This design comes from an exercise in tuning for small area, a short achievable clock period and few clock cycles per item on the open sky130 flow, not from production work. Function was checked by simulation only, so behaviour that the tests miss may differ from the original. Power and IR drop assume default switching activity.

--- flow/design.v ---
module emsd_decoder (
    input  wire        clk,
    input  wire        rst,         
    input  wire        wr_en,
    input  wire [3:0]  wr_addr,
    input  wire [31:0] wr_data,
    input  wire [9:0]  width,
    input  wire [7:0]  offset,
    input  wire        start,
    output wire        busy,
    output wire [2:0]  rcode,
    output wire [2:0]  pos,
    output wire [31:0] digits,
    output reg  [15:0] cursor,
    output reg  [9:0]  modw,
    output wire [76:0] codes,       
    output reg         nobar,
    output reg         oob,
    output reg         cfgerr
);
    localparam S_IDLE  = 4'd0,
               S_GWAIT = 4'd1,
               S_GSKIP = 4'd2,
               S_GMEAS = 4'd3,
               S_SETUP = 4'd4,
               S_FAST  = 4'd5,
               S_DRAIN = 4'd6,
               S_SL1   = 4'd7,
               S_SL2   = 4'd8,
               S_SL3   = 4'd9,
               S_VOTE  = 4'd10,
               S_SLN   = 4'd11,
               S_GWAIT1 = 4'd12,
               S_SETUP2 = 4'd13,
               S_SL1B  = 4'd14;
    reg [3:0]   state;
    reg [511:0] sl;
    reg [9:0]   w;         
    reg [7:0]   off;
    reg [9:0]   p;         
    reg [9:0]   n;         
    reg [66:0]  mods;      
    reg         valid;     
    reg [4:0]   g;         
    reg         vb;        
    reg [15:0]  c;         
    reg         areg;
    reg [9:0]   k;
    reg [9:0]   dark, light;
    assign busy = (state != S_IDLE);
    integer i, q, u;
    always @(posedge clk) begin
        if (wr_en && state == S_IDLE)
            sl[32*wr_addr +: 32] <= {wr_data[0],  wr_data[1],  wr_data[2],  wr_data[3],
                                     wr_data[4],  wr_data[5],  wr_data[6],  wr_data[7],
                                     wr_data[8],  wr_data[9],  wr_data[10], wr_data[11],
                                     wr_data[12], wr_data[13], wr_data[14], wr_data[15],
                                     wr_data[16], wr_data[17], wr_data[18], wr_data[19],
                                     wr_data[20], wr_data[21], wr_data[22], wr_data[23],
                                     wr_data[24], wr_data[25], wr_data[26], wr_data[27],
                                     wr_data[28], wr_data[29], wr_data[30], wr_data[31]};
    end
    reg  signed [12:0] xa;           
    reg  [31:0]        sr;           
    reg  [5:0]         shi, slo;     
    wire [2:0]   ie  = xa[8:6] + {2'd0, xa[5]};    
    wire [2:0]   io  = xa[8:6];                    
    wire [63:0]  eo  = {sl[64*io + 32 +: 32], sl[64*ie +: 32]};
    wire [127:0] eo2 = {eo, eo};
    wire [31:0]  raw = eo2[xa[5:0] +: 32];
    wire signed [13:0] lim = $signed({4'd0, w}) - $signed({xa[12], xa});
    wire [12:0]  nxa = -xa;
    wire [5:0]   hi  = (lim >= 14'sd32) ? 6'd32 : (lim[13] ? 6'd0 : lim[5:0]);
    wire [5:0]   lo  = !xa[12] ? 6'd0 : (xa <= -13'sd32 ? 6'd32 : nxa[5:0]);
    always @(posedge clk) begin
        sr  <= raw;
        shi <= hi;
        slo <= lo;
    end
    reg  [31:0]  vm;
    always @(*) for (u = 0; u < 32; u = u + 1) vm[u] = (u < shi) && (u >= slo);
    wire [31:0] s    = sr | ~vm;         
    wire        sinr = vm[0];
    wire        s0   = s[0];
    function automatic [13:0] runfind(input [63:0] px);    
        reg [63:0] pf;
        reg fd, fl;
        reg [5:0] pd, pl;
        integer t;
        begin
            pf[0] = ~px[0];
            for (t = 1; t < 64; t = t + 1) pf[t] = pf[t-1] | ~px[t];
            fd = 1'b0; fl = 1'b0; pd = 6'd0; pl = 6'd0;
            for (t = 63; t >= 0; t = t - 1) begin
                if (~px[t]) begin fd = 1'b1; pd = t[5:0]; end
                if (t > 0 && px[t] && pf[t-1]) begin fl = 1'b1; pl = t[5:0]; end
            end
            runfind = {fd, fl, pd, pl};
        end
    endfunction
    function automatic [15:0] geom(input [2:0] nn);    
        case (nn)
            3'd1:    geom = {6'd32, 5'd2,  5'd29};
            3'd2:    geom = {6'd32, 5'd4,  5'd26};
            3'd3:    geom = {6'd30, 5'd6,  5'd9 };
            3'd4:    geom = {6'd32, 5'd8,  5'd20};
            3'd5:    geom = {6'd30, 5'd11, 5'd25};
            3'd6:    geom = {6'd30, 5'd13, 5'd18};
            default: geom = {6'd28, 5'd16, 5'd7 };
        endcase
    endfunction
    reg  [13:0] rf1;                        
    reg         i_ok;                       
    reg  [5:0]  i_pd, i_pl;
    reg  [2:0]  i_n;
    reg  signed [7:0] i_x;                  
    reg  [1:0]  fresh;                      
    wire [5:0]  rf_n  = rf1[5:0] - rf1[11:6];
    wire [15:0] rf_g  = geom(rf_n[2:0]);
    always @(posedge clk) begin
        rf1  <= runfind(sl[63:0]);
        i_ok <= rf1[13] && rf1[12] && (rf_n <= 6'd7);
        i_pd <= rf1[11:6];
        i_pl <= rf1[5:0];
        i_n  <= rf_n[2:0];
        i_x  <= $signed({2'd0, rf1[11:6]}) - $signed({3'd0, rf_g[4:0]});
        fresh <= {fresh[0], wr_en && (wr_addr[3:1] == 3'd0)};
    end
    reg [31:0] ln1;
    reg [15:0] ln2;
    reg [9:0]  ln3;
    reg [7:0]  ln4;
    reg [5:0]  ln5;
    reg [4:0]  ln6;
    reg [3:0]  ln7;
    function automatic cls(input [6:0] win, input [2:0] nn, input [1:0] o);
        reg [2:0] cnt;
        reg aa, ff;
        integer t;
        begin
            cnt = 3'd0;
            for (t = 0; t < 7; t = t + 1)
                if (t < nn) cnt = cnt + {2'd0, win[t]};
            aa = win[o];
            ff = win[nn - 3'd1];
            cls = (aa == ff) ? aa : (cnt > {1'b0, nn[2:1]});
        end
    endfunction
    always @(*) begin
        for (i = 0; i < 32; i = i + 1) ln1[31 - i] = s[i];
        for (i = 0; i < 16; i = i + 1) ln2[15 - i] = cls({5'd0, s[2*i +: 2]}, 3'd2, off[1:0]);
        for (i = 0; i < 10; i = i + 1) ln3[9 - i]  = cls({4'd0, s[3*i +: 3]}, 3'd3, off[1:0]);
        for (i = 0; i < 8;  i = i + 1) ln4[7 - i]  = cls({3'd0, s[4*i +: 4]}, 3'd4, off[1:0]);
        for (i = 0; i < 6;  i = i + 1) ln5[5 - i]  = cls({2'd0, s[5*i +: 5]}, 3'd5, off[1:0]);
        for (i = 0; i < 5;  i = i + 1) ln6[4 - i]  = cls({1'd0, s[6*i +: 6]}, 3'd6, off[1:0]);
        for (i = 0; i < 4;  i = i + 1) ln7[3 - i]  = cls(s[7*i +: 7], 3'd7, off[1:0]);
    end
    reg [66:0] mods_fast;
    always @(*) begin
        case (n[2:0])
            3'd1:    mods_fast = {mods[34:0], ln1};
            3'd2:    mods_fast = {mods[50:0], ln2};
            3'd3:    mods_fast = {mods[56:0], ln3};
            3'd4:    mods_fast = {mods[58:0], ln4};
            3'd5:    mods_fast = {mods[60:0], ln5};
            3'd6:    mods_fast = {mods[61:0], ln6};
            default: mods_fast = {mods[62:0], ln7};
        endcase
    end
    wire [15:0] geo_n  = geom(n[2:0]);
    wire [5:0]  kn     = geo_n[15:10];
    wire [15:0] geo_i  = geom(i_n);
    wire        n_fast = (n != 10'd0) && (n <= 10'd7) &&
                         (n == 10'd1 || ({2'd0, off} < n && off <= 8'd3));
    wire [15:0] cur_f  = {{3{xa[12]}}, xa} + {8'd0, off};    
    wire [9:0]  half     = {1'b0, n[9:1]};
    wire        d_ge     = (dark  >= half);
    wire        l_ge     = (light >= half);
    wire        v_last   = (k == n - 10'd1);
    wire [15:0] c_nx     = c + {6'd0, n};
    wire [10:0] cc       = (c[15:11] != 5'd0) ? 11'd2047 : c[10:0];
    wire        s_cfg  = (width == 10'd0) || (width > 10'd512);
    wire        s_fast = (fresh == 2'b00) && i_ok && ({4'd0, i_pl} <= width) &&
                         (i_n == 3'd1 || ({2'd0, offset} < {7'd0, i_n} && offset <= 8'd3));
    assign codes = {4'd0, mods[2:0],                   
                    mods[9:3],   mods[16:10], mods[23:17], mods[30:24],
                    2'd0, mods[35:31],                 
                    mods[42:36], mods[49:43], mods[56:50], mods[63:57],
                    4'd0, mods[66:64]};                
    function automatic [4:0] lookup_left(input [6:0] v);
        case (v)
            7'd114: lookup_left = {1'b1, 4'd0};
            7'd102: lookup_left = {1'b1, 4'd1};
            7'd108: lookup_left = {1'b1, 4'd2};
            7'd66:  lookup_left = {1'b1, 4'd3};
            7'd92:  lookup_left = {1'b1, 4'd4};
            7'd78:  lookup_left = {1'b1, 4'd5};
            7'd80:  lookup_left = {1'b1, 4'd6};
            7'd68:  lookup_left = {1'b1, 4'd7};
            7'd72:  lookup_left = {1'b1, 4'd8};
            7'd116: lookup_left = {1'b1, 4'd9};
            default: lookup_left = 5'd0;
        endcase
    endfunction
    reg [2:0]  t_rcode;
    reg [2:0]  t_pos;
    reg [31:0] t_digits;
    reg        t_fail;
    reg [4:0]  t_lk;
    always @(*) begin
        t_rcode  = 3'd1;
        t_pos    = 3'd0;
        t_digits = 32'd0;
        t_fail   = 1'b0;
        if (codes[6:0] != 7'd2) begin
            t_fail = 1'b1; t_rcode = 3'd2;
        end
        for (q = 0; q < 4; q = q + 1) begin
            t_lk = lookup_left(codes[7*(1+q) +: 7]);
            if (!t_fail && !t_lk[4]) begin
                t_fail = 1'b1; t_rcode = 3'd3; t_pos = q[2:0];
            end
            t_digits[28 - 4*q +: 4] = t_lk[3:0];
        end
        if (!t_fail && codes[41:35] != 7'd21) begin
            t_fail = 1'b1; t_rcode = 3'd4;
        end
        for (q = 0; q < 4; q = q + 1) begin
            t_lk = lookup_left(~codes[7*(6+q) +: 7]);
            if (!t_fail && !t_lk[4]) begin
                t_fail = 1'b1; t_rcode = 3'd3; t_pos = 3'd4 + q[2:0];
            end
            t_digits[12 - 4*q +: 4] = t_lk[3:0];
        end
        if (!t_fail && codes[76:70] != 7'd2) begin
            t_fail = 1'b1; t_rcode = 3'd5;
        end
        if (t_fail) t_digits = 32'hFFFF_FFFF;
    end
    assign rcode  = valid ? t_rcode  : 3'd0;
    assign pos    = valid ? t_pos    : 3'd0;
    assign digits = valid ? t_digits : 32'hFFFF_FFFF;
    task automatic take_bit(input bit_v);
        begin
            mods <= {mods[65:0], bit_v};
            c    <= c_nx;
            if (mods[66]) begin           
                valid  <= 1'b1;
                cursor <= c_nx;
                xa     <= 13'sd0;
                state  <= S_IDLE;
            end else
                state  <= S_SLN;
        end
    endtask
    always @(posedge clk) begin
        if (rst) begin
            state  <= S_IDLE;
            cursor <= 16'd0;
            modw   <= 10'd0;
            mods   <= 67'd0;
            valid  <= 1'b0;
            nobar  <= 1'b0;
            oob    <= 1'b0;
            cfgerr <= 1'b0;
            xa     <= 13'sd0;
            vb     <= 1'b0;
        end else begin
            vb <= 1'b0;
            if (vb) mods <= mods_fast;
            case (state)
                S_IDLE: if (start) begin
                    oob <= 1'b0;
                    w   <= width;
                    off <= offset;
                    p     <= {4'd0, i_pd};
                    n     <= {7'd0, i_n};
                    xa    <= $signed({{5{i_x[7]}}, i_x}) - $signed({5'd0, offset});
                    g     <= geo_i[9:5];
                    if (s_cfg) begin
                        cfgerr <= 1'b1;
                    end else begin
                        cfgerr <= 1'b0;
                        state  <= s_fast ? S_FAST : S_GWAIT;
                    end
                end
                S_GWAIT: begin
                    xa    <= 13'sd0;
                    state <= S_GWAIT1;
                end
                S_GWAIT1: begin                    
                    p     <= 10'd0;
                    xa    <= 13'sd1;
                    state <= S_GSKIP;
                end
                S_GSKIP: begin                     
                    if (!sinr) begin
                        n     <= 10'd0;            
                        state <= S_SETUP;
                    end else if (!s0) begin
                        n     <= 10'd1;
                        xa    <= xa + 13'sd1;
                        state <= S_GMEAS;
                    end else begin
                        p     <= p + 10'd1;
                        xa    <= xa + 13'sd1;
                    end
                end
                S_GMEAS: begin                     
                    if (sinr && !s0) begin
                        n     <= n + 10'd1;
                        xa    <= xa + 13'sd1;
                    end else
                        state <= S_SETUP;
                end
                S_SETUP: begin
                    modw   <= n;
                    nobar  <= (n == 10'd0);
                    if (n == 10'd0) begin
                        mods   <= {67{1'b1}};
                        oob    <= 1'b1;
                        cursor <= {6'd0, p};
                        valid  <= 1'b1;
                        xa     <= 13'sd0;
                        state  <= S_IDLE;
                    end else if (n_fast) begin
                        xa    <= $signed({3'd0, p}) - $signed({5'd0, off});
                        g     <= geo_n[9:5];
                        state <= S_SETUP2;
                    end else begin
                        c      <= {6'd0, p};
                        mods   <= 67'd1;         
                        xa     <= $signed({3'd0, p});
                        state  <= S_SL1;
                    end
                end
                S_SETUP2: begin
                    xa    <= xa - $signed({8'd0, geo_n[4:0]});
                    state <= S_FAST;
                end
                S_FAST: begin
                    vb     <= 1'b1;
                    xa     <= xa + $signed({7'd0, kn});
                    g      <= g - 5'd1;
                    if (g == 5'd0) state <= S_DRAIN;
                end
                S_DRAIN: begin
                    oob    <= (n[2:0] == 3'd1) ? ((cur_f > {6'd0, w}) || ({2'd0, off} > p))
                                               : (xa > $signed({3'd0, w}));
                    cursor <= cur_f;
                    modw   <= n;
                    nobar  <= 1'b0;
                    valid  <= 1'b1;
                    xa     <= 13'sd0;
                    state  <= S_IDLE;
                end
                S_SLN: begin                       
                    xa    <= $signed({2'd0, cc});
                    state <= S_SL1;
                end
                S_SL1: begin                       
                    xa    <= $signed({2'd0, cc}) + $signed({3'd0, n});
                    state <= S_SL1B;
                end
                S_SL1B: begin                      
                    areg  <= s0;
                    if (!sinr) oob <= 1'b1;
                    xa    <= xa + $signed({5'h1f, ~off});
                    state <= S_SL2;
                end
                S_SL2: begin                       
                    xa    <= $signed({2'd0, cc}) - $signed({5'd0, off});
                    state <= S_SL3;
                end
                S_SL3: begin                       
                    if (!sinr) oob <= 1'b1;
                    if (areg == s0) begin
                        take_bit(areg);
                    end else begin
                        dark  <= 10'd0;
                        light <= 10'd0;
                        k     <= 10'd0;
                        xa    <= xa + 13'sd1;
                        state <= S_VOTE;
                    end
                end
                S_VOTE: begin                      
                    if (!sinr) oob <= 1'b1;
                    if (!s0 && d_ge)
                        take_bit(1'b0);
                    else if (s0 && l_ge)
                        take_bit(1'b1);
                    else if (v_last)
                        take_bit(1'b0);
                    else begin
                        dark  <= dark  + {9'd0, ~s0};
                        light <= light + {9'd0, s0};
                        k     <= k + 10'd1;
                        xa    <= xa + 13'sd1;
                    end
                end
                default: state <= S_IDLE;
            endcase
        end
    end
endmodule
--- flow/run.sh ---
#!/bin/bash
# synth_recipe.tcl (not shown) runs the flow's synth.tcl, then flattens the netlist and writes it again
# the make line also repeats each setting of config.mk as NAME=value (left out here)
make -C /OpenROAD-flow-scripts/flow DESIGN_CONFIG=/design/flow/config.mk WORK_HOME=/design/flow/orfs CLKGATE_MAP_FILE= SYNTH_SCRIPT=/design/flow/synth_recipe.tcl finish
--- flow/config.mk ---
export PLATFORM = sky130hd
export DESIGN_NAME = emsd_decoder
export DESIGN_NICKNAME = emsd_decoder
export VERILOG_FILES = /design/flow/design.v
export SDC_FILE = /design/flow/constraint.sdc
export NUM_CORES = 4
export LEC_CHECK = 0
export CAP_MARGIN = 20
export CORE_MARGIN = 2
export CORE_UTILIZATION = 40
export SLEW_MARGIN = 20
--- flow/constraint.sdc ---
create_clock -name core_clock -period 12.0 [get_ports {clk}]
set_input_delay 2.4000 -clock core_clock [delete_from_list [all_inputs] [get_ports {clk}]]
set_output_delay 2.4000 -clock core_clock [all_outputs]
set_load 0.01 [all_outputs]
==> results of run 1 <==
## synth_stat cells, types with 98 or more instances
cell / number
clkbuf_1: 465
nor3_1: 104
a21oi_1: 379
ha_1: 206
o211ai_1: 118
mux4_2: 169
o21ai_0: 838
nand3_1: 98
edfxtp_1: 602
nand2_1: 1064
nor2_1: 440
mux2i_1: 108
dfxtp_1: 198
inv_1: 258
## placed cells by master (no fill, tap or decap), types with 38 or more instances in the layout
master / netlist / final
a211oi_1: 38 / 38
a21o_1: 47 / 47
a21oi_1: 379 / 379
a221oi_1: 62 / 62
a222oi_1: 52 / 52
a22oi_1: 40 / 40
a31oi_1: 56 / 56
buf_4: 12 / 113
clkbuf_16: 0 / 93
clkdlybuf4s50_1: 0 / 191
dfxtp_1: 198 / 193
edfxtp_1: 602 / 602
fa_1: 40 / 40
ha_1: 206 / 201
inv_1: 258 / 258
mux2_2: 79 / 79
mux2i_1: 108 / 108
mux4_2: 169 / 169
nand2_1: 1064 / 1061
nand2b_1: 41 / 41
nand3_1: 98 / 97
nand4_1: 80 / 80
nor2_1: 440 / 439
nor2b_1: 59 / 59
nor3_1: 104 / 101
o211ai_1: 118 / 118
o21ai_0: 838 / 838
or3_1: 48 / 48
xnor2_1: 97 / 97
xor2_1: 68 / 67
## worst paths after layout
check | startpoint | to | slack, ns | cells after the start
max | mods[52] | digits[25] | 5.16 | 12
min | fresh[0] | fresh[1] | 0.35 | 0
max reg2reg | n[1] | xa[10] | 5.84 | 22
min reg2reg | fresh[0] | fresh[1] | 0.35 | 0
## per-layer routing
layer	vias up	track usage	share of wire
met4	2	0.126	0.049
li1	23600	-	-
met1	25300	0.384	0.41
met3	438	0.0425	0.089
met5	-	0	0.000062
met2	2588	0.429	0.45
## where the power goes
part / total [mW] / internal, mW / switching [mW]
combinational: 8.75 / 3.33 / 5.42
sequential: 4.88 / 4.11 / 0.774
clock: 2.84 / 1.62 / 1.22
total: 16.5 / 9.06 / 7.42
## cell families after synthesis
family | Yosys count | synth area share
compound gates | 1925 | 0.206
xor+xnor | 166 | 0.0254
fa+ha+maj | 262 | 0.0616
buf+inv | 837 | 0.0564
flops | 800 | 0.383
mux | 356 | 0.100
other cells | 1 | 0.0000652
simple gates | 2144 | 0.166
## registers in the layout (all words and copies together) (netlist names), 13 cells and up
signal / flops
rf1: 14
c: 16
xa: 13
mods: 67
cursor: 16
sl: 512
sr: 32
## final cells by class
| type | instances | area (um2) |
|---|---|---|
| repair buffers | 307 | 2810 |
| diodes | 2 | 5.00 |
| flip-flops and latches | 800 | 22100 |
| multi-input cells | 4863 | 32400 |
| inverters | 268 | 1010 |
| fillers | 13900 | 79500 |
| well taps | 1903 | 2380 |
| clock buffers | 116 | 2480 |
| clock inverters | 52 | 534 |
## worst register-to-register path, cell delays in order (launching register included)
cell       delay, ns
edfxtp_1        0.71
inv_1           0.28
ha_1            0.26
buf_4           0.21
and2_2          0.23
buf_4           0.35
nor4_2          0.25
buf_4           0.64
nor3_1          0.26
xor2_1          0.21
nand3_1         0.10
o211ai_1        0.13
ha_1            0.37
nor2b_1         0.21
o21ai_0         0.12
a21boi_0        0.27
o21ai_0         0.15
a21oi_1         0.22
a31oi_1         0.18
or3_1           0.33
nand4_1         0.12
a211oi_1        0.06
a2111oi_0       0.38
## per-stage QoR
stage / hold slack [ns] / util / worst slack [ns] / instances
finish: 0.352 / 0.445 / 5.16 / 8311
global route: 0.357 / 0.445 / 4.94 / 8311
CTS: 0.352 / 0.445 / 5.20 / 8309
detailed placement: 0.344 / 0.424 / 5.88 / 8141
global placement: 0.343 / 0.423 / 5.92 / 8139
floorplan: 0.331 / - / 2.93 / 6500
==> out/metrics.yaml, run 1 <==
first_global_vias: 48200
synth.distinct_cells: 107
antenna_found_initial: 5
overflow: 0
relSlewSlack: 0.201
synth-edff-count: 602
synthArstFlopShare: 0
power_mw: 16.5
worst-path-max-fanout: 32
fin_crit_sh: 0.570
stdcell_area_mm2: 0.0637
yosys.area.top_type: "edfxtp_1"
rsz0062_at_grt: "false"
arrival_ns: 4.44
io-pin-count: 203
cp_slowest_stage_delay_ns: 0.71
synth_warnings: 2
drtAntennaViolNets: 0
first_iter_violations: 6673
synth-main-ff-cell: "edfxtp_1"
critical-path-top-delay-family: "simple AND/OR/NAND/NOR gates"
hp-class: "reg -> reg"
area_delta_synth_final_pct: 10.7
cp-end-kind: "output port"
dp_hpwl_mm: 145
synth_seq_area_share: 0.383
netlist_area_mm2: 0.0575
cts_buffers: 92
core-area_mm2: 0.143
postCtsHoldBufs: 0
leakage_nw: 23.5
ir_drop_mv: 0.147
cts_tree: "done"
placed_area_mm2: 0.0606
syn_avg_cell_area_um2: 8.86
cts.sinks: 800
postCtsResizedCells: 0
grt_pass1_wl_mm: 314
clk_latency_ns: 0.75
outcome: "timing/DRC/antenna clean"
clock-root-buffer: "clkbuf_16"
portBuffers: 192
vias: 51900
fin_worst_skew_ns: 0.0629
setup.worst_path.start_class: "flop"
cts_setup_buffers: 0
path_clk_slew_ns: 0.06
worst_path_max_delay_cell: "dfxtp_1"
wl_per_cell_um: 25.3
row_count: 139
drc: 0
synth.top_cells.by_area: "edfxtp_1 (31%), o21ai_0 (7.3%), nand2_1 (6.9%)"
grt_max_degree: 167
crit_chain: "xnor2_1 > or3_1 > mux2i_1 > nand2b_1 > o211ai_1 > nor2b_1 > and2_1 > nand2_1 > nor4_2 > buf_4 > o311ai_0 > clkdlybuf4s50_1"
timing.setup.tns_ns: 0
drive_above_1_share: 0.0927
gp_congestion: 0.968
dieArea_mm2: 0.147
vias_per_cell: 6.24
drv_slew: 0
setup_viol: 0
htreeDepth: 3
cp_data_required_time_ns: 9.60
drt_pass1_iterations: 10
worst_slew_pin_slew_ns: 1.20
path_buf_inv: 2
netlist.area_leader.share: 0.314
max_freq_ghz: 0.146
final.min_clock_period_ns: 6.84
initial_core_util: 0.402
track_usage: 0.278
path_class: "reg -> out"
nNetsFinal: 6636
die_w_um: 383
power_density_mw_per_mm2: 259
cts.path.max_buffers: 3
ys_ff_latch: 800
syn_inst: 6491
totalWireLength_mm: 210
cap_violations: 0
die_y_um: 383
final-hold-violation-count: 0
Testbench counts, summed over its fixed seeds: cycles 5,305, items 192.
==> inputs of run 2 (changes only) <==
--- a/flow/design.v
+++ b/flow/design.v
@@ -8,9 +8,9 @@
     input  wire [7:0]  offset,
     input  wire        start,
     output wire        busy,
-    output wire [2:0]  rcode,
-    output wire [2:0]  pos,
-    output wire [31:0] digits,
+    output reg  [2:0]  rcode,
+    output reg  [2:0]  pos,
+    output reg  [31:0] digits,
     output reg  [15:0] cursor,
     output reg  [9:0]  modw,
     output wire [76:0] codes,       
@@ -32,23 +32,24 @@
                S_SLN   = 4'd11,
                S_GWAIT1 = 4'd12,
                S_SETUP2 = 4'd13,
-               S_SL1B  = 4'd14;
+               S_SL1B  = 4'd14,
+               S_XLATE = 4'd15;
     reg [3:0]   state;
     reg [511:0] sl;
     reg [9:0]   w;         
     reg [7:0]   off;
-    reg [9:0]   p;         
-    reg [9:0]   n;         
     reg [66:0]  mods;      
-    reg         valid;     
+    wire [9:0]  n = modw;
+    wire [9:0]  p = cursor[9:0];
+    reg  [7:1]  nsel;      
+    reg  [5:0]  kn_r;      
     reg [4:0]   g;         
     reg         vb;        
-    reg [15:0]  c;         
     reg         areg;
     reg [9:0]   k;
     reg [9:0]   dark, light;
     assign busy = (state != S_IDLE);
-    integer i, q, u;
+    integer i, q, u, v;
     always @(posedge clk) begin
         if (wr_en && state == S_IDLE)
             sl[32*wr_addr +: 32] <= {wr_data[0],  wr_data[1],  wr_data[2],  wr_data[3],
@@ -82,22 +83,6 @@
     wire [31:0] s    = sr | ~vm;         
     wire        sinr = vm[0];
     wire        s0   = s[0];
-    function automatic [13:0] runfind(input [63:0] px);    
-        reg [63:0] pf;
-        reg fd, fl;
-        reg [5:0] pd, pl;
-        integer t;
-        begin
-            pf[0] = ~px[0];
-            for (t = 1; t < 64; t = t + 1) pf[t] = pf[t-1] | ~px[t];
-            fd = 1'b0; fl = 1'b0; pd = 6'd0; pl = 6'd0;
-            for (t = 63; t >= 0; t = t - 1) begin
-                if (~px[t]) begin fd = 1'b1; pd = t[5:0]; end
-                if (t > 0 && px[t] && pf[t-1]) begin fl = 1'b1; pl = t[5:0]; end
-            end
-            runfind = {fd, fl, pd, pl};
-        end
-    endfunction
     function automatic [15:0] geom(input [2:0] nn);    
         case (nn)
             3'd1:    geom = {6'd32, 5'd2,  5'd29};
@@ -109,22 +94,59 @@
             default: geom = {6'd28, 5'd16, 5'd7 };
         endcase
     endfunction
-    reg  [13:0] rf1;                        
-    reg         i_ok;                       
+    localparam Q_SCAN = 2'd0, Q_FIN = 2'd1, Q_DONE = 2'd2, Q_FAIL = 2'd3;
+    reg  [1:0]  qst;
+    reg  [2:0]  qb;                         
+    reg         qph;                        
     reg  [5:0]  i_pd, i_pl;
     reg  [2:0]  i_n;
     reg  signed [7:0] i_x;                  
-    reg  [1:0]  fresh;                      
-    wire [5:0]  rf_n  = rf1[5:0] - rf1[11:6];
-    wire [15:0] rf_g  = geom(rf_n[2:0]);
+    wire [7:0]  qbyte = sl[8*qb +: 8];
+    reg  [2:0]  q_d, q_l, q_l2;             
+    reg         q_hl2;
+    always @(*) begin
+        q_d = 3'd0; q_l = 3'd0; q_l2 = 3'd0; q_hl2 = 1'b0;
+        for (v = 7; v >= 0; v = v - 1) begin
+            if (!qbyte[v]) q_d = v[2:0];
+            if (qbyte[v])  q_l = v[2:0];
+        end
+        for (v = 7; v >= 1; v = v - 1)
+            if (qbyte[v] && (v > q_d)) begin q_l2 = v[2:0]; q_hl2 = 1'b1; end
+    end
+    wire [5:0]  q_n  = i_pl - i_pd;
+    wire [15:0] q_g  = geom(q_n[2:0]);
     always @(posedge clk) begin
-        rf1  <= runfind(sl[63:0]);
-        i_ok <= rf1[13] && rf1[12] && (rf_n <= 6'd7);
-        i_pd <= rf1[11:6];
-        i_pl <= rf1[5:0];
-        i_n  <= rf_n[2:0];
-        i_x  <= $signed({2'd0, rf1[11:6]}) - $signed({3'd0, rf_g[4:0]});
-        fresh <= {fresh[0], wr_en && (wr_addr[3:1] == 3'd0)};
+        if (rst || (wr_en && wr_addr[3:1] == 3'd0)) begin
+            qst <= Q_SCAN;
+            qb  <= 3'd0;
+            qph <= 1'b0;
+        end else case (qst)
+            Q_SCAN: begin
+                if (!qph && qbyte != 8'hFF) begin
+                    i_pd <= {qb, q_d};
+                    if (q_hl2) begin
+                        i_pl <= {qb, q_l2};
+                        qst  <= Q_FIN;
+                    end else begin
+                        qph  <= 1'b1;
+                        qb   <= qb + 3'd1;
+                        if (qb == 3'd7) qst <= Q_FAIL;
+                    end
+                end else if (qph && qbyte != 8'h00) begin
+                    i_pl <= {qb, q_l};
+                    qst  <= Q_FIN;
+                end else begin
+                    qb   <= qb + 3'd1;
+                    if (qb == 3'd7) qst <= Q_FAIL;
+                end
+            end
+            Q_FIN: begin
+                i_n <= q_n[2:0];
+                i_x <= $signed({2'd0, i_pd}) - $signed({3'd0, q_g[4:0]});
+                qst <= (q_n <= 6'd7) ? Q_DONE : Q_FAIL;
+            end
+            default: ;
+        endcase
     end
     reg [31:0] ln1;
     reg [15:0] ln2;
@@ -157,18 +179,19 @@
     end
     reg [66:0] mods_fast;
     always @(*) begin
-        case (n[2:0])
-            3'd1:    mods_fast = {mods[34:0], ln1};
-            3'd2:    mods_fast = {mods[50:0], ln2};
-            3'd3:    mods_fast = {mods[56:0], ln3};
-            3'd4:    mods_fast = {mods[58:0], ln4};
-            3'd5:    mods_fast = {mods[60:0], ln5};
-            3'd6:    mods_fast = {mods[61:0], ln6};
-            default: mods_fast = {mods[62:0], ln7};
-        endcase
+        mods_fast = ({67{nsel[1]}} & {mods[34:0], ln1})
+                  | ({67{nsel[2]}} & {mods[50:0], ln2})
+                  | ({67{nsel[3]}} & {mods[56:0], ln3})
+                  | ({67{nsel[4]}} & {mods[58:0], ln4})
+                  | ({67{nsel[5]}} & {mods[60:0], ln5})
+                  | ({67{nsel[6]}} & {mods[61:0], ln6})
+                  | ({67{nsel[7]}} & {mods[62:0], ln7});
     end
     wire [15:0] geo_n  = geom(n[2:0]);
-    wire [5:0]  kn     = geo_n[15:10];
+    function automatic [7:1] onehot(input [2:0] nn);
+        integer t;
+        for (t = 1; t < 8; t = t + 1) onehot[t] = (nn == t);
+    endfunction
     wire [15:0] geo_i  = geom(i_n);
     wire        n_fast = (n != 10'd0) && (n <= 10'd7) &&
                          (n == 10'd1 || ({2'd0, off} < n && off <= 8'd3));
@@ -177,10 +200,11 @@
     wire        d_ge     = (dark  >= half);
     wire        l_ge     = (light >= half);
     wire        v_last   = (k == n - 10'd1);
+    wire [15:0] c        = cursor;
     wire [15:0] c_nx     = c + {6'd0, n};
     wire [10:0] cc       = (c[15:11] != 5'd0) ? 11'd2047 : c[10:0];
     wire        s_cfg  = (width == 10'd0) || (width > 10'd512);
-    wire        s_fast = (fresh == 2'b00) && i_ok && ({4'd0, i_pl} <= width) &&
+    wire        s_fast = (qst == Q_DONE) && ({4'd0, i_pl} <= width) &&
                          (i_n == 3'd1 || ({2'd0, offset} < {7'd0, i_n} && offset <= 8'd3));
     assign codes = {4'd0, mods[2:0],                   
                     mods[9:3],   mods[16:10], mods[23:17], mods[30:24],
@@ -237,19 +261,13 @@
         end
         if (t_fail) t_digits = 32'hFFFF_FFFF;
     end
-    assign rcode  = valid ? t_rcode  : 3'd0;
-    assign pos    = valid ? t_pos    : 3'd0;
-    assign digits = valid ? t_digits : 32'hFFFF_FFFF;
     task automatic take_bit(input bit_v);
         begin
             mods <= {mods[65:0], bit_v};
-            c    <= c_nx;
-            if (mods[66]) begin           
-                valid  <= 1'b1;
-                cursor <= c_nx;
-                xa     <= 13'sd0;
-                state  <= S_IDLE;
-            end else
+            cursor <= c_nx;
+            if (mods[66])                 
+                state  <= S_XLATE;
+            else
                 state  <= S_SLN;
         end
     endtask
@@ -259,7 +277,9 @@
             cursor <= 16'd0;
             modw   <= 10'd0;
             mods   <= 67'd0;
-            valid  <= 1'b0;
+            rcode  <= 3'd0;
+            pos    <= 3'd0;
+            digits <= 32'hFFFF_FFFF;
             nobar  <= 1'b0;
             oob    <= 1'b0;
             cfgerr <= 1'b0;
@@ -273,10 +293,14 @@
                     oob <= 1'b0;
                     w   <= width;
                     off <= offset;
-                    p     <= {4'd0, i_pd};
-                    n     <= {7'd0, i_n};
+                    if (!s_cfg) begin
+                        cursor <= {10'd0, i_pd};
+                        modw   <= {7'd0, i_n};
+                    end
                     xa    <= $signed({{5{i_x[7]}}, i_x}) - $signed({5'd0, offset});
                     g     <= geo_i[9:5];
+                    kn_r  <= geo_i[15:10];
+                    nsel  <= onehot(i_n);
                     if (s_cfg) begin
                         cfgerr <= 1'b1;
                     end else begin
@@ -289,46 +313,43 @@
                     state <= S_GWAIT1;
                 end
                 S_GWAIT1: begin                    
-                    p     <= 10'd0;
+                    cursor <= 16'd0;
                     xa    <= 13'sd1;
                     state <= S_GSKIP;
                 end
                 S_GSKIP: begin                     
                     if (!sinr) begin
-                        n     <= 10'd0;            
+                        modw     <= 10'd0;            
                         state <= S_SETUP;
                     end else if (!s0) begin
-                        n     <= 10'd1;
+                        modw     <= 10'd1;
                         xa    <= xa + 13'sd1;
                         state <= S_GMEAS;
                     end else begin
-                        p     <= p + 10'd1;
+                        cursor <= cursor + 16'd1;
                         xa    <= xa + 13'sd1;
                     end
                 end
                 S_GMEAS: begin                     
                     if (sinr && !s0) begin
-                        n     <= n + 10'd1;
+                        modw     <= n + 10'd1;
                         xa    <= xa + 13'sd1;
                     end else
                         state <= S_SETUP;
                 end
                 S_SETUP: begin
-                    modw   <= n;
                     nobar  <= (n == 10'd0);
                     if (n == 10'd0) begin
                         mods   <= {67{1'b1}};
                         oob    <= 1'b1;
-                        cursor <= {6'd0, p};
-                        valid  <= 1'b1;
-                        xa     <= 13'sd0;
-                        state  <= S_IDLE;
+                        state  <= S_XLATE;
                     end else if (n_fast) begin
                         xa    <= $signed({3'd0, p}) - $signed({5'd0, off});
                         g     <= geo_n[9:5];
+                        kn_r  <= geo_n[15:10];
+                        nsel  <= onehot(n[2:0]);
                         state <= S_SETUP2;
                     end else begin
-                        c      <= {6'd0, p};
                         mods   <= 67'd1;         
                         xa     <= $signed({3'd0, p});
                         state  <= S_SL1;
@@ -340,18 +361,21 @@
                 end
                 S_FAST: begin
                     vb     <= 1'b1;
-                    xa     <= xa + $signed({7'd0, kn});
+                    xa     <= xa + $signed({7'd0, kn_r});
                     g      <= g - 5'd1;
                     if (g == 5'd0) state <= S_DRAIN;
                 end
                 S_DRAIN: begin
-                    oob    <= (n[2:0] == 3'd1) ? ((cur_f > {6'd0, w}) || ({2'd0, off} > p))
+                    oob    <= nsel[1] ? ((cur_f > {6'd0, w}) || ({2'd0, off} > p))
                                                : (xa > $signed({3'd0, w}));
                     cursor <= cur_f;
-                    modw   <= n;
                     nobar  <= 1'b0;
-                    valid  <= 1'b1;
-                    xa     <= 13'sd0;
+                    state  <= S_XLATE;
+                end
+                S_XLATE: begin
+                    rcode  <= t_rcode;
+                    pos    <= t_pos;
+                    digits <= t_digits;
                     state  <= S_IDLE;
                 end
                 S_SLN: begin                       
==> run 2 against run 1 <==
Net effect: critical path depth grew 3; synthesized cell count shrank 7.1%; via count shrank 2.7%; first-iteration DRC count grew 2.5%; sequential share of layout area grew 0.36 points; core utilization grew 0.48 points; worst hold slack gained 0.11 ns; fmax grew 16%; combinational power grew 13%; register-to-register slack gained 0.27 ns; die area shrank 1.7%; largest power group unchanged.
==> out/metrics.yaml, run 2 <==
outcome: "timing/DRC/antenna clean"
crit_chain: "or4_1 > o211ai_1 > inv_1 > fa_1 > inv_1 > ha_1 > fa_1 > ha_1 > ha_1 > xor2_1 > inv_1 > o21ai_0 > o21ai_0 > a2111oi_0 > o31ai_1"
syn_inst: 6033
final_cells: 7851
netlist.area_leader.share: 0.318
rr_startpoint: "shi[5]"
synth_top_family_by_area: "compound AO/OA/AOI/OAI gates"
synthArstFlopShare: 0
postCtsHoldBufs: 0
initial_core_util: 0.404
synth-main-ff-cell: "edfxtp_1"
overflow: 0
netlist_area_mm2: 0.0565
top_regs: "sl: 512 flops, mods: 67 flops"
busiest_layer: "met2"
synth-simple-area-share: 0.140
cts.path.max_buffers: 3
cap_violations: 0
cp_data_required_time_ns: 12.57
layout_common_cells: "nand2_1 (862), o21ai_0 (658), edfxtp_1 (598), nor2_1 (345), a21oi_1 (255)"
clk_latency_ns: 0.75
postCtsResizedCells: 0
worstHoldStart: "pos[1]"
drtAntennaViolNets: 0
grt_use_met2: 0.430
fin_worst_skew_ns: 0.0520
max_freq_ghz: 0.170
worst_path_max_delay_cell: "a2111oi_0"
setup.worst_path.start_class: "flop"
antenna_found_initial: 4
synth.distinct_cells: 106
syn_avg_cell_area_um2: 9.37
grt_pass1_wl_mm: 309
synth-xor-area-share: 0.0236
cts_tree: "done"
place_inst: 7685
gp_congestion: 0.967
die_y_um: 380
path_class: "reg -> reg"
worst-path-max-fanout: 18
cts.sinks: 800
portBuffers: 192
cp-end-kind: "flop"
drv_slew: 0
vias: 50500
worst_slew_pin_slew_ns: 1.26
synth_commonest_cells: "nand2_1 (869), o21ai_0 (658), edfxtp_1 (598), clkbuf_1 (410), nor2_1 (349)"
drt_pass1_iterations: 11
core-area_mm2: 0.140
hp-class: "reg -> reg"
synth_compound_area_frac: 0.221
ys_ff_latch: 800
wl_per_cell_um: 26.1
ir_drop_mv: 0.213
synth_fa_ha_area_frac: 0.0614
path_buf_inv: 3
final.min_clock_period_ns: 5.89
drc: 0
cts_setup_buffers: 0
final-hold-violation-count: 0
arrival_ns: 6.46
yosysMostFrequentCell: "nand2_1"
clock-root-buffer: "clkbuf_16"
post-place-ws_ns: 5.64
relSlewSlack: 0.136
htreeDepth: 3
area_delta_synth_final_pct: 11.3
synth_seq_area_share: 0.389
row_count: 137
cp_slowest_stage_delay_ns: 1.13
final_common_cell: "nand2_1"
die_w_um: 380
nNetsFinal: 6210
power_mw: 18.1
io-pin-count: 203
largest_reg_flops: 512
setup_slack_ns: 6.11
first_global_vias: 47400
regMostFlops: "sl"
totalWireLength_mm: 205
power_density_mw_per_mm2: 287
dp_hpwl_mm: 140
yosys.area.top_type: "edfxtp_1"
drive_above_1_share: 0.101
first_iter_violations: 6839
vias_per_cell: 6.43
grt_max_degree: 160
synth-edff-count: 598
muxShareOfSynthArea: 0.111
timing.setup.tns_ns: 0
synth_warnings: 1
startpoint: "shi[5]"
setup_viol: 0
use_met1: 0.381
track_usage: 0.275
use_met3: 0.0401
n_antenna_cell: 0
rsz0062_at_grt: "false"
path_clk_slew_ns: 0.06
synth.top_cells.by_area: "edfxtp_1 (32%), dfxtp_1 (7.2%), mux4_2 (6.7%)"
cts_buffers: 93
critical-path-top-delay-family: "compound AO/OA/AOI/OAI gates"
dieArea_mm2: 0.144
fin_crit_sh: 0.491
fillers: 13500
leakage_nw: 23.0
==> run 2: cell types whose count changed after synthesis, sizes merged, moves of 37 or more <==
| cell | delta |
|---|---|
| o22ai | +44 |
| mux2i | +38 |
| nand4 | -37 |
| a221o | +41 |
| o21ai | -177 |
| a21oi | -120 |
| nor2 | -91 |
| nand2 | -194 |
| a22oi | +90 |
| clkbuf | -57 |
==> run 2: kinds of logic (layout without fill, tap and decap cells) <==
family / count (synthesis) / count (layout)
AOI/OAI and AO/OA: 1889 / 1889
and+or+nand+nor: 1758 / 1758
DFF: 800 / 800
buffers and inverters: 775 / 708
muxes: 403 / 403
adders and majority gates: 255 / 255
xor gates and xnor gates: 152 / 152
other: 1 / 10
==> run 2: cell type report <==
type / count / area [um2] / area share
multi-input combinational: 4467 / 31600 / 0.503
sequential: 800 / 22000 / 0.350
timing repair buffer: 306 / 2830 / 0.0450
clock buffer: 115 / 2500 / 0.0398
tap: 1876 / 2350 / 0.0373
inverter: 238 / 893 / 0.0142
clock inverter: 49 / 676 / 0.0107
==> run 2: worst paths after layout <==
kind,cells past startpoint,slack (ns),to
max,15,6.11,mods[3]
max reg2reg,15,6.11,mods[3]
min,2,0.47,pos[1]
min reg2reg,2,0.47,pos[1]
==> run 2: worst register-to-register path: cells and delay by family, from the launching register on <==
family | cells | cell delay [ns]
DFF | 1 | 0.53
adders and majority gates | 5 | 1.72
and+or+nand+nor | 1 | 0.67
xor gates and xnor gates | 1 | 0.22
AOI/OAI and AO/OA | 5 | 2.31
buffers and inverters | 3 | 0.28
==> run 2: power by group <==
group / leakage (nW) / switching, mW / total (mW) / internal, mW
clock: 1.53 / 1.27 / 3.00 / 1.73
sequential: 7.29 / 0.929 / 5.20 / 4.27
combinational: 14.2 / 6.05 / 9.87 / 3.82
total: 23.0 / 8.25 / 18.1 / 9.82
==> run 2: metal layers <==
metal,part of all wire,up-vias
li1,-,22500
met1,0.41,24800
met2,0.45,2694
met3,0.089,431
met4,0.044,0
met5,0,-
==> run 2: per-stage QoR <==
step | hold WS (ns) | instance area, um2 | utilization
after global placement | 0.444 | 59700 | 0.426
after detailed placement | 0.462 | 59700 | 0.427
after floorplan | 0.446 | 56600 | -
after global routing | 0.486 | 62900 | 0.450
final | 0.466 | 62900 | 0.450
after CTS | 0.470 | 62800 | 0.449
Testbench counts of run 2, summed over its fixed seeds: cycles 5,497, items 192.
==> inputs of run 3 (changes only) <==
--- a/flow/design.v
+++ b/flow/design.v
@@ -63,8 +63,10 @@
     end
     reg  signed [12:0] xa;           
     reg  [31:0]        sr;           
-    reg  [5:0]         shi, slo;     
-    wire [2:0]   ie  = xa[8:6] + {2'd0, xa[5]};    
+    reg  [31:0]        vmr;          
+    reg  [2:0]         xie;          
+    reg  signed [12:0] xn;           
+    wire [2:0]   ie  = xie;                        
     wire [2:0]   io  = xa[8:6];                    
     wire [63:0]  eo  = {sl[64*io + 32 +: 32], sl[64*ie +: 32]};
     wire [127:0] eo2 = {eo, eo};
@@ -73,15 +75,14 @@
     wire [12:0]  nxa = -xa;
     wire [5:0]   hi  = (lim >= 14'sd32) ? 6'd32 : (lim[13] ? 6'd0 : lim[5:0]);
     wire [5:0]   lo  = !xa[12] ? 6'd0 : (xa <= -13'sd32 ? 6'd32 : nxa[5:0]);
+    reg  [31:0]  vm;
+    always @(*) for (u = 0; u < 32; u = u + 1) vm[u] = (u < hi) && (u >= lo);
     always @(posedge clk) begin
         sr  <= raw;
-        shi <= hi;
-        slo <= lo;
+        vmr <= vm;
     end
-    reg  [31:0]  vm;
-    always @(*) for (u = 0; u < 32; u = u + 1) vm[u] = (u < shi) && (u >= slo);
-    wire [31:0] s    = sr | ~vm;         
-    wire        sinr = vm[0];
+    wire [31:0] s    = sr | ~vmr;        
+    wire        sinr = vmr[0];
     wire        s0   = s[0];
     function automatic [15:0] geom(input [2:0] nn);    
         case (nn)
@@ -284,8 +285,10 @@
             oob    <= 1'b0;
             cfgerr <= 1'b0;
             xa     <= 13'sd0;
+            xie    <= 3'd0;
             vb     <= 1'b0;
         end else begin
+            xn = xa;
             vb <= 1'b0;
             if (vb) mods <= mods_fast;
             case (state)
@@ -297,7 +300,7 @@
                         cursor <= {10'd0, i_pd};
                         modw   <= {7'd0, i_n};
                     end
-                    xa    <= $signed({{5{i_x[7]}}, i_x}) - $signed({5'd0, offset});
+                    xn    = $signed({{5{i_x[7]}}, i_x}) - $signed({5'd0, offset});
                     g     <= geo_i[9:5];
                     kn_r  <= geo_i[15:10];
                     nsel  <= onehot(i_n);
@@ -309,12 +312,12 @@
                     end
                 end
                 S_GWAIT: begin
-                    xa    <= 13'sd0;
+                    xn    = 13'sd0;
                     state <= S_GWAIT1;
                 end
                 S_GWAIT1: begin                    
                     cursor <= 16'd0;
-                    xa    <= 13'sd1;
+                    xn    = 13'sd1;
                     state <= S_GSKIP;
                 end
                 S_GSKIP: begin                     
@@ -323,17 +326,17 @@
                         state <= S_SETUP;
                     end else if (!s0) begin
                         modw     <= 10'd1;
-                        xa    <= xa + 13'sd1;
+                        xn    = xa + 13'sd1;
                         state <= S_GMEAS;
                     end else begin
                         cursor <= cursor + 16'd1;
-                        xa    <= xa + 13'sd1;
+                        xn    = xa + 13'sd1;
                     end
                 end
                 S_GMEAS: begin                     
                     if (sinr && !s0) begin
                         modw     <= n + 10'd1;
-                        xa    <= xa + 13'sd1;
+                        xn    = xa + 13'sd1;
                     end else
                         state <= S_SETUP;
                 end
@@ -344,24 +347,24 @@
                         oob    <= 1'b1;
                         state  <= S_XLATE;
                     end else if (n_fast) begin
-                        xa    <= $signed({3'd0, p}) - $signed({5'd0, off});
+                        xn    = $signed({3'd0, p}) - $signed({5'd0, off});
                         g     <= geo_n[9:5];
                         kn_r  <= geo_n[15:10];
                         nsel  <= onehot(n[2:0]);
                         state <= S_SETUP2;
                     end else begin
                         mods   <= 67'd1;         
-                        xa     <= $signed({3'd0, p});
+                        xn     = $signed({3'd0, p});
                         state  <= S_SL1;
                     end
                 end
                 S_SETUP2: begin
-                    xa    <= xa - $signed({8'd0, geo_n[4:0]});
+                    xn    = xa - $signed({8'd0, geo_n[4:0]});
                     state <= S_FAST;
                 end
                 S_FAST: begin
                     vb     <= 1'b1;
-                    xa     <= xa + $signed({7'd0, kn_r});
+                    xn     = xa + $signed({7'd0, kn_r});
                     g      <= g - 5'd1;
                     if (g == 5'd0) state <= S_DRAIN;
                 end
@@ -379,21 +382,21 @@
                     state  <= S_IDLE;
                 end
                 S_SLN: begin                       
-                    xa    <= $signed({2'd0, cc});
+                    xn    = $signed({2'd0, cc});
                     state <= S_SL1;
                 end
                 S_SL1: begin                       
-                    xa    <= $signed({2'd0, cc}) + $signed({3'd0, n});
+                    xn    = $signed({2'd0, cc}) + $signed({3'd0, n});
                     state <= S_SL1B;
                 end
                 S_SL1B: begin                      
                     areg  <= s0;
                     if (!sinr) oob <= 1'b1;
-                    xa    <= xa + $signed({5'h1f, ~off});
+                    xn    = xa + $signed({5'h1f, ~off});
                     state <= S_SL2;
                 end
                 S_SL2: begin                       
-                    xa    <= $signed({2'd0, cc}) - $signed({5'd0, off});
+                    xn    = $signed({2'd0, cc}) - $signed({5'd0, off});
                     state <= S_SL3;
                 end
                 S_SL3: begin                       
@@ -404,7 +407,7 @@
                         dark  <= 10'd0;
                         light <= 10'd0;
                         k     <= 10'd0;
-                        xa    <= xa + 13'sd1;
+                        xn    = xa + 13'sd1;
                         state <= S_VOTE;
                     end
                 end
@@ -420,11 +423,13 @@
                         dark  <= dark  + {9'd0, ~s0};
                         light <= light + {9'd0, s0};
                         k     <= k + 10'd1;
-                        xa    <= xa + 13'sd1;
+                        xn    = xa + 13'sd1;
                     end
                 end
                 default: state <= S_IDLE;
             endcase
+            xa  <= xn;
+            xie <= xn[8:6] + {2'd0, xn[5]};
         end
     end
 endmodule
==> flow/flow/run.sh (new file) <==
#!/bin/bash
# The standard ORFS layout (the standard.sh, unchanged synthesis), with
# repair_timing asked to keep a larger setup margin so that the resizer also
# works on paths that already meet the 12 ns clock.  The clock, the SDC and
# every other setting are the standard flow's.  make's full output goes to standard.log.
set -euo pipefail
bash standard.sh SETUP_SLACK_MARGIN=7.5 finish > standard.log 2>&1
==> flow/standard.sh (new file) <==
#!/bin/bash
# synth_recipe.tcl (not shown) runs the flow's synth.tcl, then flattens the netlist and writes it again
# the make line also repeats each setting of config.mk as NAME=value (left out here)
make -C /OpenROAD-flow-scripts/flow DESIGN_CONFIG=/design/flow/config.mk WORK_HOME=/design/flow/orfs CLKGATE_MAP_FILE= SYNTH_SCRIPT=/design/flow/synth_recipe.tcl "${@:-finish}"
removed: flow/run.sh
==> run 3 against run 2 <==
Net effect: still clean; combinational power up 14%; flip-flop and latch count increased by 23; sequential share of layout area up 0.20 points; die area fell by 0.29%; clock power is essentially flat; largest power group unchanged.
==> out/metrics.yaml, run 3 <==
yosysMostFrequentCell: "edfxtp_1"
synth.distinct_cells: 88
netlist.area_leader.share: 0.319
gp_congestion: 1.00
synth_commonest_cells: "edfxtp_1 (598), nand2_1 (435), nor2_1 (404), a22o_1 (401), clkbuf_1 (386)"
arrival_ns: 5.10
cts.path.max_buffers: 3
vias_per_cell: 6.56
drt_pass1_iterations: 12
setup_viol: 0
cts_buffers: 96
dp_hpwl_mm: 140
clk_latency_ns: 0.76
die_w_um: 379
final.min_clock_period_ns: 4.54
clock-root-buffer: "clkbuf_16"
antenna_found_initial: 8
initial_core_util: 0.403
overflow: 0
first_global_vias: 45200
final-hold-violation-count: 0
fin_worst_skew_ns: 0.0667
relSlewSlack: 0.240
layout_common_cells: "edfxtp_1 (598), nand2_1 (425), a22o_1 (401), nor2_1 (388), a21oi_1 (254)"
syn_inst: 5531
drc: 0
max_freq_ghz: 0.220
ir_drop_mv: 0.191
yosys.area.top_type: "edfxtp_1"
first_iter_violations: 6232
synth-edff-count: 598
cp-end-kind: "flop"
hp-class: "reg -> reg"
fin_crit_sh: 0.378
synth_warnings: 1
io-pin-count: 203
row_count: 137
drv_slew: 0
grt_pass1_wl_mm: 304
nNetsFinal: 5808
portBuffers: 192
regMostFlops: "sl"
ys_ff_latch: 823
drtAntennaViolNets: 0
core-area_mm2: 0.140
setup_slack_ns: 7.46
area_delta_synth_final_pct: 13.7
power_density_mw_per_mm2: 314
drive_above_1_share: 0.162
dieArea_mm2: 0.144
synth-main-ff-cell: "edfxtp_1"
grt_max_degree: 143
leakage_nw: 22.9
die_y_um: 379
post-place-ws_ns: 5.75
syn_avg_cell_area_um2: 10.2
final_common_cell: "edfxtp_1"
cp_data_required_time_ns: 12.56
worst_slew_pin_slew_ns: 1.14
setup.worst_path.start_class: "flop"
timing.setup.tns_ns: 0
totalWireLength_mm: 207
worst-path-max-fanout: 6
path_clk_slew_ns: 0.06
netlist_area_mm2: 0.0564
rsz0062_at_grt: "true"
wl_per_cell_um: 27.8
synthArstFlopShare: 0
cts.sinks: 823
cts_tree: "done"
outcome: "timing/DRC/antenna clean"
top_regs: "sl: 512 flops, mods: 67 flops"
path_class: "reg -> reg"
synth.top_cells.by_area: "edfxtp_1 (32%), dfxtp_1 (8.0%), mux4_2 (6.3%)"
largest_reg_flops: 512
cap_violations: 0
htreeDepth: 3
track_usage: 0.277
vias: 48900
synth_seq_area_share: 0.399
-- run 3: changes by cell type after synthesis, sizes merged, moves of 46 or more --
cell | before | now
inv | 238 | 191
nor2 | 349 | 404
o21ai | 666 | 241
a22o | 17 | 401
mux2 | 88 | 204
a22oi | 130 | 80
a221o | 54 | 8
nand2 | 870 | 435
-- run 3: worst max-delay path, cell delays in order (launching register included) --
cell        delay (ns)
dfxtp_4           0.36
clkinvlp_4        0.14
ha_4              0.24
nor2_4            0.06
and2_4            0.16
nor3_4            0.20
ha_2              0.20
and3_4            0.18
ha_4              0.20
nand3_2           0.05
o211ai_1          0.09
ha_1              0.37
buf_4             0.15
buf_4             0.13
a311oi_1          0.31
nor2_2            0.13
a211oi_2          0.22
and3_1            0.18
o211a_1           0.20
and2_4            0.17
o32ai_2           0.09
ha_4              0.18
ha_4              0.15
xor2_1            0.14
nor2_1            0.05
-- run 3: layout make-up --
type                    instances  area, um2
repair buffers                358       3390
flip-flops and latches        823      22600
diodes                          5       12.5
well taps                    1876       2350
clock inverters                50        492
multi-input cells            4019      31900
fillers                     13000      75600
inverters                     200        769
clock buffers                 127       2630
-- run 3: stage by stage --
stage | total power [mW] | instance area [um2] | util | std cells | hold slack (ns)
floorplan | 13.1 | 56500 | - | 5540 | 0.446
global placement | 16.3 | 59600 | 0.427 | 7208 | 0.430
detailed placement | 16.5 | 59600 | 0.427 | 7210 | 0.427
CTS | 19.7 | 63400 | 0.454 | 7414 | 0.441
global route | 21.3 | 64100 | 0.459 | 7455 | 0.453
finish | 20.1 | 64100 | 0.459 | 7458 | 0.447
-- run 3: path summary, 6_finish.rpt --
check	startpoint	end	slack, ns	cells after the start
worst max register to register	modw[1]	xie[2]	7.46	24
worst min register to register	qb[1]	i_pd[4]	0.45	0
worst min-delay path	qb[1]	i_pd[4]	0.45	0
worst max-delay path	modw[1]	xie[2]	7.46	24
-- run 3: where the power goes --
part	switching (mW)	leakage, nW	internal, mW
clock network	1.32	1.52	1.66
logic	6.67	13.8	4.59
registers	1.16	7.58	4.75
-- run 3: logic make-up (layout without fill, tap and decap cells) --
group / Yosys count / count (layout) / share of synthesized area
other: 1 / 15 / 0.0000665
buffers and inverters: 704 / 735 / 0.0491
adders and majority gates: 264 / 264 / 0.0634
AOI/OAI and AO/OA: 1723 / 1723 / 0.224
muxes: 495 / 495 / 0.128
and+or+nand+nor: 1364 / 1370 / 0.113
xor gates and xnor gates: 157 / 157 / 0.0244
DFF: 823 / 823 / 0.399
-- run 3: what timing repair did --
| action | in CTS | in global routing |
|---|---|---|
| endpoints found under the setup margin | 861 | 499 |
| gates resized for setup | 129 | 80 |
| hold buffers | 0 | 0 |
| setup buffers | 24 | 34 |
| gates cloned | 3 | 4 |
| pin swaps | 24 | 31 |
-- run 3: metal layers --
layer,vias up,track usage,part of all wire
met4,4,0.110,0.045
met2,2784,0.444,0.46
met3,512,0.0422,0.086
met1,24300,0.376,0.41
li1,21400,-,-
met5,-,0,0.00014
Testbench counts of run 3, summed over its fixed seeds: cycles 5,497, items 192.
==> inputs of run 4 (changes only) <==
==> flow/flow/run.sh (replaced) <==
#!/bin/bash
# The standard ORFS layout (the standard.sh, unchanged synthesis), with
#  - repair_timing asked to keep a larger setup margin, so that the resizer
#    also works on paths that already meet the 12 ns clock;
#  - the port buffers that buffer_ports inserts made plain buf_2 cells
#    (every input and output still gets its buffer).
# The clock, the SDC and every other setting are the standard flow's.  make's full output
# goes to standard.log (ORFS keeps each step's log under orfs/logs).
set -euo pipefail
bash standard.sh SETUP_SLACK_MARGIN=7.5 "BUFFER_PORTS_ARGS=-buffer_cell sky130_fd_sc_hd__buf_2" finish > standard.log 2>&1
==> run 4 against run 3 <==
Net effect: core utilization shrank 1.2 points; via count shrank 0.67%; first-iteration DRC count grew 2.4%; synthesized cell count is the same; still clean on timing, DRC and antenna; clock skew shrank 0.0026 ns; fmax shrank 1.8%; non-clock buffer count shrank 39; sequential share of layout area grew 0.84 points.
==> out/metrics.yaml, run 4 <==
outcome: "timing/DRC/antenna clean"
drc: 0
worst-path-max-fanout: 19
timing.setup.tns_ns: 0
netlist.area_leader.share: 0.319
grt_max_degree: 185
crit_chain: "buf_2 > inv_1 > ha_1 > xnor2_1 > nor2b_1 > nand2_1 > buf_4 > a22o_1"
io-pin-count: 203
drv_slew: 0
final_cells: 7418
synth-edff-count: 598
cts_tree: "done"
final.min_clock_period_ns: 4.62
cts_buffers: 96
max_freq_ghz: 0.216
clock-root-buffer: "clkbuf_16"
top_regs: "sl: 512 flops, mods: 67 flops"
synth-main-ff-cell: "edfxtp_1"
totalWireLength_mm: 205
leakage_nw: 22.8
fin_crit_sh: 0.385
stdcell_area_mm2: 0.0624
drtAntennaViolNets: 0
path_clk_slew_ns: 0.06
first_iter_violations: 6380
arrival_ns: 5.10
vias_per_cell: 6.55
netlist_area_mm2: 0.0564
fin_worst_skew_ns: 0.0641
first_global_vias: 45100
layout_common_cells: "edfxtp_1 (598), nand2_1 (427), a22o_1 (401), nor2_1 (392), a21oi_1 (255)"
nNetsFinal: 5766
row_count: 137
drive_above_1_share: 0.178
htreeDepth: 3
track_usage: 0.275
cts.path.max_buffers: 3
die_y_um: 379
area_delta_synth_final_pct: 10.8
whs_ns: 0.438
hp-class: "reg -> reg"
dp_hpwl_mm: 139
final-hold-violation-count: 0
regMostFlops: "sl"
cp_slowest_stage_delay_ns: 0.66
place_inst: 7206
synth.top_cells.by_area: "edfxtp_1 (32%), dfxtp_1 (8.0%), mux4_2 (6.3%)"
path_class: "in -> reg"
initial_core_util: 0.403
synthArstFlopShare: 0
overflow: 0
yosys.area.top_type: "edfxtp_1"
cts.sinks: 823
portBuffers: 192
setup.worst_path.start_class: "input port"
syn_avg_cell_area_um2: 10.2
power_mw: 19.8
worst_path_max_delay_cell: "nand2_1"
clk_latency_ns: 0.77
synth_commonest_cells: "edfxtp_1 (598), nand2_1 (435), nor2_1 (404), a22o_1 (401), clkbuf_1 (386)"
synth_seq_area_share: 0.399
core-area_mm2: 0.140
setup_viol: 0
ir_drop_mv: 0.167
placed_area_mm2: 0.0586
worst_slew_pin_slew_ns: 1.12
cp_data_required_time_ns: 12.48
ys_ff_latch: 823
cap_violations: 0
power_density_mw_per_mm2: 318
synth.distinct_cells: 88
vias: 48600
rsz0062_at_grt: "true"
final_common_cell: "edfxtp_1"
dieArea_mm2: 0.144
relSlewSlack: 0.250
die_w_um: 379
drt_pass1_iterations: 13
syn_inst: 5531
gp_congestion: 1.03
synth_warnings: 1
grt_pass1_wl_mm: 302
yosysMostFrequentCell: "edfxtp_1"
largest_reg_flops: 512
cp-end-kind: "flop"
antenna_found_initial: 7
wl_per_cell_um: 27.6
==> run 4: cell types whose count changed in the layout (fill, tap and decap cells not counted), moves of 4 or more <==
cell and delta:
dlymetal6s2s_1 -5, nor2_4 -8, clkdlybuf4s50_1 -176, clkbuf_1 -4, bufinv_16 +4, buf_4 -26, buf_12 -8, dlygate4sd2_1 -6
dfxtp_1 +43, nor2_1 +4, dfxtp_2 -43, buf_2 +189
==> run 4: per-layer routing <==
layer	share of wire	GRT usage	wire, um
met1	0.41	0.366	83100
met2	0.46	0.434	93400
met3	0.091	0.0529	18600
met4	0.047	0.121	9590
met5	0	0	0
==> run 4: worst paths after layout <==
check                               end  cells after the start        from  slack [ns]
worst min register to register  i_pd[5]                      0       qb[2]        0.44
worst max-delay path            sl[355]                      8  wr_addr[1]        7.38
worst max register to register   xie[2]                     22     modw[1]        7.51
worst min-delay path            i_pd[5]                      0       qb[2]        0.44
==> run 4: area by class of cell <==
| class | instances | area [um2] |
|---|---|---|
| multi-input cells | 4016 | 31600 |
| inverters | 200 | 771 |
| flip-flops and latches | 823 | 22500 |
| fillers | 13200 | 77300 |
| clock buffers | 121 | 2590 |
| repair buffers | 319 | 1980 |
| well taps | 1876 | 2350 |
| diodes | 6 | 15.0 |
| clock inverters | 57 | 634 |
==> run 4: cells by family after synthesis <==
group | Yosys count | share of synthesized area
adder cells (fa/ha/maj) | 264 | 0.0634
other | 1 | 0.0000665
AO/OA/AOI/OAI | 1723 | 0.224
AND/OR/NAND/NOR | 1364 | 0.113
flip-flops | 823 | 0.399
buffers and inverters | 704 | 0.0491
multiplexers | 495 | 0.128
XOR/XNOR | 157 | 0.0244
==> run 4: what timing repair did <==
action	4_1_cts	5_1_grt
setup buffers	15	9
hold buffers	0	0
setup endpoints to repair	207	286
cloned	0	3
pin swaps	3	10
gates resized for setup	42	42
==> run 4: per-stage QoR <==
stage	util	setup slack (ns)
final	0.447	7.38
after global routing	0.447	7.32
after CTS	0.445	7.24
after detailed placement	0.420	6.37
after global placement	0.420	6.44
after floorplan	-	5.53
==> run 4: worst max-delay path, delay by kind of cell <==
kind / cells / cell delay [ns]
adder cells (fa/ha/maj): 1 / 0.33
XOR/XNOR: 1 / 0.20
AO/OA/AOI/OAI: 1 / 0.21
buffers and inverters: 3 / 0.89
AND/OR/NAND/NOR: 2 / 1.04
==> run 4: power by group <==
part	leakage, nW	internal, mW	total (mW)	switching, mW
clock network	1.56	1.73	3.05	1.32
registers	7.56	4.74	5.94	1.20
logic	13.6	4.34	10.8	6.51

## separate check: timing with driven ports
Ports are ideal in the flow. The routed layouts listed here were re-timed in OpenROAD. Step 1 (the two cells are an assumption about what drives the block):
set clk [get_ports {clk}]
set_driving_cell -lib_cell sky130_fd_sc_hd__clkbuf_16 $clk
set_driving_cell -lib_cell sky130_fd_sc_hd__buf_2 [delete_from_list [all_inputs] $clk]
Step 2 moves the port delays by t, midway between the first and last clock arrival at a register: inputs arrive t later, outputs are due t later. That takes back most of the time a late clock gives input paths. a / b / c = ideal ports / drivers / drivers and shift; a / b = the first two.
| run | t (ns) | slack for setup (ns) | hold WS [ns] |
|---|---|---|---|
| run 1 | 0.788 | 5.162 / 5.091 / 5.839 | 0.352 / 0.352 / 0.352 |
| run 2 | 0.800 | 6.113 / 6.113 / 5.647 | 0.466 / 0.466 / 0.466 |
| run 3 | 0.802 | 7.459 / 7.456 / 6.767 | 0.447 / 0.447 / 0.447 |
| run 4 | 0.808 | 7.376 / 7.391 / 6.582 | 0.438 / 0.438 / 0.438 |
After both steps every run listed still meets setup and hold. For run 4, which loses most, drivers alone change the setup slack by +0.015 ns; drivers and shift together by -0.794 ns.
